This design comes from an exercise in tuning for small area, a short achievable clock period and few clock cycles per item on the open sky130 flow, not from production work. Only simulation tests tie the RTL to the original design; equivalence was not proved. Power and IR drop assume default switching activity.

==> flow/design.v (outline; a module is shown in full before it is edited, if it fits) <==
// module fnv1a_wide: 2950 lines
// module fnv_fa: 4 lines
// module fnv_ha: 4 lines
// module fnv_oai22: 3 lines
// module fnv_oai21: 3 lines
// module fnv_nand2: 3 lines
// module fnv_nor2: 3 lines
module fnv1a_wide #(
    parameter integer N = 1024               
) (
    input  wire        clk,
    input  wire        rst,                  
    input  wire        cmd_valid,
    output wire        cmd_ready,
    input  wire [15:0] cmd_word,
    output reg         rsp_valid,
    input  wire        rsp_ready,
    output reg  [1:0]  rsp_status,
    output reg  [31:0] rsp_data
);
  // ...
==> flow/run.sh <==
#!/bin/bash
# synth_recipe.tcl (not shown) runs the flow's synth.tcl, then flattens the netlist and writes it again
# the make line also repeats each setting of config.mk as NAME=value (left out here)
make -C /OpenROAD-flow-scripts/flow DESIGN_CONFIG=/design/flow/config.mk WORK_HOME=/design/flow/orfs CLKGATE_MAP_FILE= SYNTH_SCRIPT=/design/flow/synth_recipe.tcl finish
==> flow/config.mk <==
export PLATFORM = sky130hd
export DESIGN_NAME = fnv1a_wide
export DESIGN_NICKNAME = fnv1a_wide
export VERILOG_FILES = /design/flow/design.v
export SDC_FILE = /design/flow/constraint.sdc
export NUM_CORES = 4
export LEC_CHECK = 0
export CAP_MARGIN = 30
export CORE_MARGIN = 2
export CORE_UTILIZATION = 50
export CTS_BUF_LIST = sky130_fd_sc_hd__clkbuf_8
export CTS_CLUSTER_DIAMETER = 60
export CTS_CLUSTER_SIZE = 10
export PLACE_DENSITY = 0.62
export SLEW_MARGIN = 20
export SYNTH_HIERARCHICAL = 1
==> flow/constraint.sdc <==
create_clock -name core_clock -period 180.0 [get_ports {clk}]
set_input_delay 36.0000 -clock core_clock [delete_from_list [all_inputs] [get_ports {clk}]]
set_output_delay 36.0000 -clock core_clock [all_outputs]
set_load 0.01 [all_outputs]
==> run notes, run 1 <==
- Post-route setup TNS: 0 ns
- Critical path startpoint: rsp_data[27]
- Largest family of logic cells by synthesized area: adder cells
- Post-detailed-placement cell area: approximately 95000 um2
- Clock network power share: between 30% and 40%
- Area share of and/or/nand/nor cells after synthesis: roughly 9.0%
- Non-clock buffers: 118
- CP Capture Type: primary output
- Effective utilization at floorplan: 50.4%
- Type of the tightest min-delay check: reg2reg
- Part of the power in registers: roughly half
- Final antenna diode count: 3
- Post-Syn Area: between 90000 and 100000 um2
- Fraction of area in multi-input gates: ~69%
- Power of the sequential group: approximately 0.29 mW
- Filler cell count in the final layout: 15.2k
- P_sw: between 0.15 and 0.2 mW
- Combinational logic power: around 0.076 mW
- Share of async-settable or async-resettable flops after synthesis: 0%
- CTS Sinks: approximately 1.1k
- Overall power of the completed layout: around 0.56 mW
- Xor/xnor cell area share of the yosys netlist: 0.0768%
- Fin Clk Skew: approximately 0.07 ns
- Largest delay share family, worst path: flip-flops
- H-tree depth reported by CTS: 4
- Post-synthesis compound-gate area fraction: roughly 7.3%
- Number of buffers added on ports: 55
- Power density of the placed cells: 5.70 nW/um2
- Fin util: 53.9%
- Outcome: timing/DRC/antenna clean
- Ratio of cells with drive above 1 in the final layout: around 5%
- Final weighted congestion in routability-driven placement: 1.02
- Top-count cell post-synth: fa_1
- Clock root cell: clkbuf_8
Testbench counts, summed over its fixed seeds: cycles 70,328, commands 35,156.
==> inputs of run 2 (changes only) <==
--- a/flow/design.v
+++ b/flow/design.v
@@ -26,58 +26,55 @@
     reg          abs_wait;                   
     reg          step2;                      
     reg          init2;                      
     reg  [7:0]   b;                          
     reg          f_abs, f_init;              
     reg  [4:0]   idx_q;                      
     reg  [1:0]   bsel_q;                     
     reg          byte_q;                     
-    reg          rd_shift;                   
     assign cmd_ready = rdy;
     wire [3:0] op  = pw[15:12];
     wire [3:0] rsv = pw[11:8];
     wire [7:0] arg = pw[7:0];
     wire illegal = (op > 4'h5) || (rsv != 4'd0) || ((op == 4'h0 || op == 4'h1) && arg != 8'd0);
     wire range_err = !illegal && ((op == 4'h3 && arg[7]) ||
                                   (op == 4'h4 && arg[7:5] != 3'd0) ||
                                   (op == 4'h5 && arg >= 8'd5));
     wire ok = !illegal && !range_err;
     wire accept = cmd_valid && rdy && !rst;
     wire step1 = (go && f_abs && ph) || abs_wait;
     wire en = step1 || step2;
     wire init_now = rst_q || (go && f_init) || init2;
-    wire rdl_in = ok && op == 4'h4;
-    wire rdb_in = ok && op == 4'h3;
+    wire isb = op == 4'h3;
+    wire [4:0] ridx = isb ? arg[6:2] : arg[4:0];    
+    wire rd_in = ok && (op == 4'h3 || op == 4'h4);
     wire ok_in, ok_q;                        
-    wire rv_d = !rst && ((accept && !rdb_in && !(rdl_in && !ok_in)) ||
-                         (rd_wait && ok_q && !byte_q) || rd_shift ||
+    wire rv_d = !rst && ((accept && !(rd_in && !ok_in)) || (rd_wait && ok_q) ||
                          (rsp_valid && !rsp_ready));
-    wire rw_d = !rst && ((accept && (rdb_in || (rdl_in && !ok_in))) || (rd_wait && !ok_q));
-    wire rs_d = !rst && rd_wait && ok_q && byte_q;
+    wire rw_d = !rst && ((accept && rd_in && !ok_in) || (rd_wait && !ok_q));
     always @(posedge clk) begin
         ph        <= rst ? 1'b1 : !ph;
         rst_q     <= rst;
         go        <= accept;
         abs_wait  <= !rst && go && f_abs && !ph;
         step2     <= !rst && step1;
         init2     <= !rst && ((go && f_init) || rst_q);
         rsp_valid <= rv_d;
         rd_wait   <= rw_d;
-        rd_shift  <= rs_d;
         pw        <= cmd_word;
-        rdy       <= !rst && !rv_d && !rw_d && !rs_d && !(go && f_abs && !ph) &&
+        rdy       <= !rst && !rv_d && !rw_d && !(go && f_abs && !ph) &&
                      cmd_valid && !rdy;
         if (rdy) begin
             b      <= arg;
             f_abs  <= ok && op == 4'h2;
             f_init <= ok && op == 4'h1;
-            idx_q  <= (op == 4'h3) ? arg[6:2] : arg[4:0];
+            idx_q  <= ridx;
             bsel_q <= arg[1:0];
-            byte_q <= op == 4'h3;
+            byte_q <= isb;
         end
     end
     wire [511:0] x   = {acc_lo[511:8], acc_lo[7:0] ^ (b & {8{step2}})};
     wire [511:0] g   = x & {512{en}};
     wire [7:0]   nb0 = acc_hi[319:312] & {8{step1}};              
     wire [7:0]   nb1 = (acc_hi[511:504] & {8{step1}}) | sh8;      
     reg  [511:320] tt;
     integer t;
@@ -2881,23 +2878,23 @@
         acc_hi  <= acc_hi_d;
         pend_hi <= pend_hi_d;
         c_s1    <= c_s1_d;
         c_s3    <= c_s3_d;
         c12     <= c12_d;
         sh8     <= acc_lo[319:312] & {8{step1}};
     end
     wire clean = !(|pend_hi) && !(|pend_hi_d) && !(|c_s1_d) && !(|c_s3_d) && !(|c12_d);
-    assign ok_in = arg[4:1] == 4'd0 || clean;
+    assign ok_in = ridx[4:1] == 4'd0 || clean;
     assign ok_q  = idx_q[4:1] == 4'd0 || clean;
     wire [31:0] jin, jw;                     
     genvar gj;
     generate
         for (gj = 0; gj < 32; gj = gj + 1) begin : dec
-            assign jin[gj] = arg[4:0] == gj;
+            assign jin[gj] = ridx == gj;
             assign jw[gj]  = idx_q == gj;
         end
     endgenerate
     wire [31:0] u = (jin & {32{rdy}}) | (jw & {32{rd_wait}});    
     wire [15:0] sel_dn, sel_qn;
     generate
         for (gj = 0; gj < 16; gj = gj + 1) begin : sel
             localparam integer JA = gj < 10 ? gj : gj + 10;
@@ -2928,43 +2925,38 @@
             end
             fnv_nand2 l4 (m[0], m[1], word_n[gb]);
         end
     endgenerate
     wire [2:0] s = arg[2:0];
     wire [31:0] cfg = (s == 3'd0) ? 32'h400 : (s == 3'd1) ? 32'h18D : (s == 3'd2) ? 32'h8 :
                       (s == 3'd3) ? 32'h15 : 32'h20;
     wire [31:0] other = !ok ? {16'd0, pw} : (op == 4'h5) ? cfg : 32'd0;
-    wire        use_word = rdy ? rdl_in : rd_wait;
-    wire [31:0] extra = rdy ? other : rd_shift ? {24'd0, rsp_data[8*bsel_q +: 8]} : 32'd0;
-    wire [31:0] rsp_d;
-    generate
-        for (gb = 0; gb < 32; gb = gb + 1) begin : fin
-            fnv_oai21 c (word_n[gb], !use_word, !extra[gb], rsp_d[gb]);
-        end
-    endgenerate
+    wire [31:0] word = ~word_n;
+    wire [1:0]  bsel = rdy ? arg[1:0] : bsel_q;
+    wire        byt  = rdy ? isb : byte_q;
+    wire [31:0] rd_val = byt ? {24'd0, word[8*bsel +: 8]} : word;
+    wire        use_word = rdy ? rd_in : rd_wait;
+    wire [31:0] rsp_d = (rd_val & {32{use_word}}) | (other & {32{rdy}});
     always @(posedge clk) begin
-        if (rdy || rd_wait || rd_shift)
+        if (rdy || rd_wait)
             rsp_data <= rsp_d;
         if (rdy)
             rsp_status <= illegal ? 2'b01 : range_err ? 2'b10 : 2'b00;
     end
 endmodule
 module fnv_fa (input wire a, input wire b, input wire c, output wire s, output wire co);
     assign s  = a ^ b ^ c;
     assign co = (a & b) | (c & (a ^ b));
 endmodule
 module fnv_ha (input wire a, input wire b, output wire s, output wire co);
     assign s  = a ^ b;
     assign co = a & b;
 endmodule
 module fnv_oai22 (input wire a1, input wire a2, input wire b1, input wire b2, output wire y);
     assign y = !((a1 | a2) & (b1 | b2));
 endmodule
-module fnv_oai21 (input wire a1, input wire a2, input wire b1, output wire y);
-    assign y = !((a1 | a2) & b1);
-endmodule
 module fnv_nand2 (input wire a, input wire b, output wire y);
     assign y = !(a & b);
 endmodule
 module fnv_nor2 (input wire a, input wire b, output wire y);
     assign y = !(a | b);
 endmodule
==> run notes, run 2 <==
- Worst R2R End: rsp_data[7] (was rsp_valid)
- Outcome: timing/DRC/antenna clean (unchanged)
- CP Data Arrival Time: 1.84 ns (was 2.37 ns)
- Unrepaired setup endpoints after global routing: false (unchanged)
- Filler cell count in the final layout: 15.2k (about the same)
- Number of setup violations in the final report: 0 (unchanged)
- WP data required: 144.00 ns (about the same)
- Fin Clk Skew: 0.0707 ns (about the same)
- CTS Sinks: 1130 (was 1129)
- CP Capture Type: primary output (unchanged)
- Internal Dissipation: 0.412 mW (was 0.390 mW)
- Number of warning messages in the yosys log: 47 (unchanged)
- Maximum Capacitance Violations: 0 (unchanged)
- Fraction of power spent switching nets: 31.0% (was 29.8%)
- Num ports: 56 (unchanged)
- Ratio of cells with drive above 1 in the final layout: 5.18% (was 5.02%)
- Wire length of the first global-routing pass: 424000 um (was 431000 um)
- Share of async-settable or async-resettable flops after synthesis: 0% (unchanged)
- Worst r2r src: ph (was f_abs)
- Final worst path period need: 37.84 ns (was 38.37 ns)
- Width of the chip: 432 um (was 431 um)
- Clock root cell: clkbuf_8 (unchanged)
- Drt pass-1 iters: 7 (was 6)
- Clock network power share: 32.8% (was 34.9%)
- Dominant register cell in the synthesized netlist: dfxtp_1 (unchanged)
- Register-to-Register Path Depth: 84 (was 80)
- Tot GR Track Use: 31.8% (was 32.7%)
- Logic gate share of total power: 18.1% (was 13.7%)
- Remaining Overflow, GRT: 0 (unchanged)
- CTS tree: done (unchanged)
- Post-route setup TNS: 0 ns (unchanged)
- CTS clk-pin slew, worst paths: 0.08 ns (about the same)
- Crit Path Class: reg2out (unchanged)
- Number of global-route vias before repair: 62.0k (was 61.5k)
- Number of buffers added on ports: 55 (unchanged)
- Headroom to the max-slew limit: 24.6% (was 29.4%)
- Via total after detailed routing: 54.9k (was 54.6k)
- Number of hold violations in the final report: 0 (unchanged)
- Crit share post-route: 21.0% (was 21.3%)
- Count of unique library cells instantiated by Yosys: 64 (was 58)
- P_sw: 0.185 mW (was 0.166 mW)
- Leading cell types in the layout, fill and taps excluded: fa_1 (2293), dfxtp_1 (1078), o22ai_1 (529) (was fa_1 (2293), dfxtp_1 (1076), o22ai_1 (541))
- Largest net degree at the start of global routing: 163 (was 173)
- Worst-skew pair later-pin latency: 0.96 ns (was 0.95 ns)
- Main area contributors after synthesis: fa_1 (50%), dfxtp_1 (24%), ha_1 (6.5%), o22ai_1 (3.6%), nor2b_1 (3.6%) (was fa_1 (50%), dfxtp_1 (24%), ha_1 (6.5%), o22ai_1 (3.7%), nor2b_1 (3.6%))
- Post-Syn Area: 91500 um2 (was 91200 um2)
- DRC errors left: 0 (unchanged)
- DRT Wirelength: 283000 um (was 290000 um)
- Power density of the placed cells: 6.10 nW/um2 (was 5.70 nW/um2)
- Synth-to-Final Area Change: 6.99% (was 6.94%)
- Multi-input gate area: 67700 um2 (was 67600 um2)
- Cell Chain, Critical Path: clkdlybuf4s50_1 (unchanged)
- Largest stage delay on the critical path: 0.55 ns (was 0.77 ns)
- Number of standard cells after synthesis: 6716 (was 6662)
- Hpwl dp: 240000 um (was 244000 um)
- CTS Buffer Depth: 3 (unchanged)
- Maximum achievable frequency: 26.4 MHz (was 26.1 MHz)
- Worst hold path depth: 0 (unchanged)
- Remaining number of nets flagged by the antenna check after routing: 0 (unchanged)
- Number of enable-type register cells in the synthesized netlist: 49 (was 50)
- H-tree depth reported by CTS: 4 (unchanged)
- DRC violation total after the first TritonRoute iteration: 4411 (was 4697)
- Setup slack after placement: 142.74 ns (was 142.32 ns)
- Per-instance average area after synthesis: 13.6 um2 (was 13.7 um2)
- Static Leakage: 50.0 nW (was 49.9 nW)
- Die Outline Area: 186000 um2 (about the same)
- Resized Gates After CTS: 0 (unchanged)
- Final weighted congestion in routability-driven placement: 1.06 (was 1.02)
- Synth Register Bits: 1130 (was 1129)
- Leading registers by flop count: acc_hi x512, acc_lo x512, rsp_data x32 (unchanged)
- CTS buffer count: 149 (unchanged)
- Peak fanout along the critical path: 1 (was 2)
- Most common library cell in the layout ignoring fill and taps: fa_1 (unchanged)
- Final worst-path setup slack: 142.16 ns (was 141.63 ns)
- Core area: 181000 um2 (about the same)
- Bufs and invs on worst path: 1 (unchanged)
- Routed length per instance: 30.6 um (was 31.5 um)
- Effective utilization at floorplan: 50.4% (about the same)
- Standard-cell rows: 156 (unchanged)
- Slowest-stage cell, CP: clkdlybuf4s50_1 (was edfxtp_1)
- Largest delay share family, worst path: buffers and inverters (was flip-flops)
- Hold EP: acc_lo[468] (was acc_lo[386])
- Worst slack on hold paths: 0.317 ns (was 0.332 ns)
- Final Max Slew Viols: 0 (unchanged)
- Antenna violations before repair: 3 (was 15)
- Peak supply drop: 7.98 uV (was 8.12 uV)
- Most frequent cells after synthesis: fa_1 (2293), dfxtp_1 (1081), o22ai_1 (529) (was fa_1 (2293), dfxtp_1 (1079), o22ai_1 (541))
- Layout net count: 9584 (was 9529)
- Kind of start point of the critical path: flip-flop (unchanged)
- Cell type with the largest total area after synthesis: fa_1 (unchanged)
- Count of hold buffers inserted by post-cts repair: 0 (unchanged)
- Part of the power in registers: 49.1% (was 51.4%)
- Hold Startpoint: acc_hi[468] (was acc_hi[386])
- Buffers inserted by post-CTS timing repair: 0 (unchanged)
- Post-DR vias/cell: 5.94 (about the same)
- Register area: 23100 um2 (about the same)
- Reg-to-reg slack, setup: 147.60 ns (was 146.98 ns)
- Proportion of synthesized chip area in sequential cells: 25.3% (about the same)
- Slew at the pin with the worst max-slew slack: 1.12 ns (was 1.06 ns)
- Die boundary height: 432 um (was 431 um)
- Type of the tightest min-delay check: reg2reg (unchanged)
- Top-count cell post-synth: fa_1 (unchanged)
- Post-synth top area share: 50.2% (was 50.3%)
==> run 2: changes by cell type in the layout (fill, tap and decap cells not counted), sizes merged, moves of 8 or more <==
cell,previous run,this run
nand2,264,295
o21ai,36,11
nor2,337,359
conb,16,0
buf,63,78
nand3,7,19
o22ai,541,529
or2,16,5
mux2i,33,42
mux4,8,0
==> run 2: stage by stage <==
| step | power, mW | cell area (um2) | utilization (%) | instances |
|---|---|---|---|---|
| finish | 0.597 | 97900 | 54.0 | 9245 |
| floorplan | 0.365 | 91500 | - | 6716 |
| CTS | 0.600 | 97800 | 54.0 | 9240 |
| global route | 0.625 | 97800 | 54.0 | 9242 |
| global placement | 0.403 | 95000 | 52.4 | 9015 |
| detailed placement | 0.403 | 95100 | 52.4 | 9017 |
==> run 2: logic make-up after synthesis <==
| group | Yosys count | share of synthesized area [%] |
|---|---|---|
| DFF | 1130 | 25.3 |
| xor gates and xnor gates | 9 | 0.0862 |
| buffers and inverters | 214 | 0.929 |
| adders and majority gates | 2765 | 56.6 |
| AOI/OAI and AO/OA | 952 | 7.30 |
| muxes | 44 | 0.553 |
| and+or+nand+nor | 1602 | 9.22 |
==> run 2: power groups by stage <==
| stage | Sequential [mW] | Combinational [mW] | Clock, mW |
|---|---|---|---|
| after floorplan | 0.290 | 0.0750 | 0 |
| after global placement | 0.298 | 0.105 | 0 |
| after global routing | 0.296 | 0.121 | 0.208 |
| after CTS | 0.293 | 0.108 | 0.199 |
| after detailed placement | 0.298 | 0.105 | 0 |
| final | 0.293 | 0.108 | 0.196 |
==> run 2: area by class of cell <==
class / count / area share (%)
multi-input combinational: 5372 / 69.2
sequential: 1130 / 23.6
tap: 2370 / 3.03
clock buffer: 163 / 2.29
timing repair buffer: 133 / 1.21
clock inverter: 60 / 0.547
inverter: 13 / 0.0499
antenna: 4 / 0.0102
==> run 2: worst max path at each step <==
| stage | slack (ns) | startpoint | cells after the start | end |
|---|---|---|---|---|
| after floorplan | 143.28 | rdy | 0 | cmd_ready |
| after detailed placement | 142.74 | rst | 5 | rd_wait |
| final | 142.16 | rsp_data[27] | 1 | rsp_data[27] |
| after CTS | 142.07 | rsp_data[27] | 1 | rsp_data[27] |
| after global placement | 142.72 | rst | 5 | rd_wait |
| after global routing | 142.08 | rsp_data[28] | 1 | rsp_data[28] |
==> run 2: modules after synthesis (local to each module, per instance) <==
module,area [um2],cells,flops+latches,times used
fnv_oai22,6.26,1,0,512
fnv_nand2,3.75,1,0,160
fnv_fa,20.0,1,0,2293
fnv_nor2,3.75,1,0,320
fnv1a_wide,34600,2959,1130,1
fnv_ha,12.5,1,0,472
==> run 2: per-layer routing <==
metal	GRT usage, %	wire [um]
met1	43.2	115000
met2	46.8	125000
met3	8.04	23100
met4	18.2	19700
met5	0	8
Testbench counts of run 2, summed over its fixed seeds: cycles 70,328, commands 35,156.

==> afterwards: timing with drivers on the ports <==
The flow's constraints put no driver on any port. The routed layouts listed below were extracted and timed again, unchanged, in two steps.
Step 1 (the two cells are an assumption about what drives the block):
set clk [get_ports {clk}]
set_driving_cell -lib_cell sky130_fd_sc_hd__clkbuf_16 $clk
set_driving_cell -lib_cell sky130_fd_sc_hd__buf_2 [delete_from_list [all_inputs] $clk]
Step 2 adds t to the input delays and takes it off the output delays; t is the mean of the earliest and latest rising clock arrival at the registers after step 1. Input paths then give back, and output paths get back, about the clock's delay inside the block.
Slacks: ideal / step 1 / step 2; pairs: ideal / step 1.
| run | t, ns | setup slack, ns | clock arrival spread, ns |
|---|---|---|---|
| run 1 | 1.010 | 141.630 / 141.538 / 142.294 | 0.076 / 0.075 |
| run 2 | 1.004 | 142.159 / 142.084 / 142.702 | 0.071 / 0.071 |
After both steps every run listed still meets setup and hold.
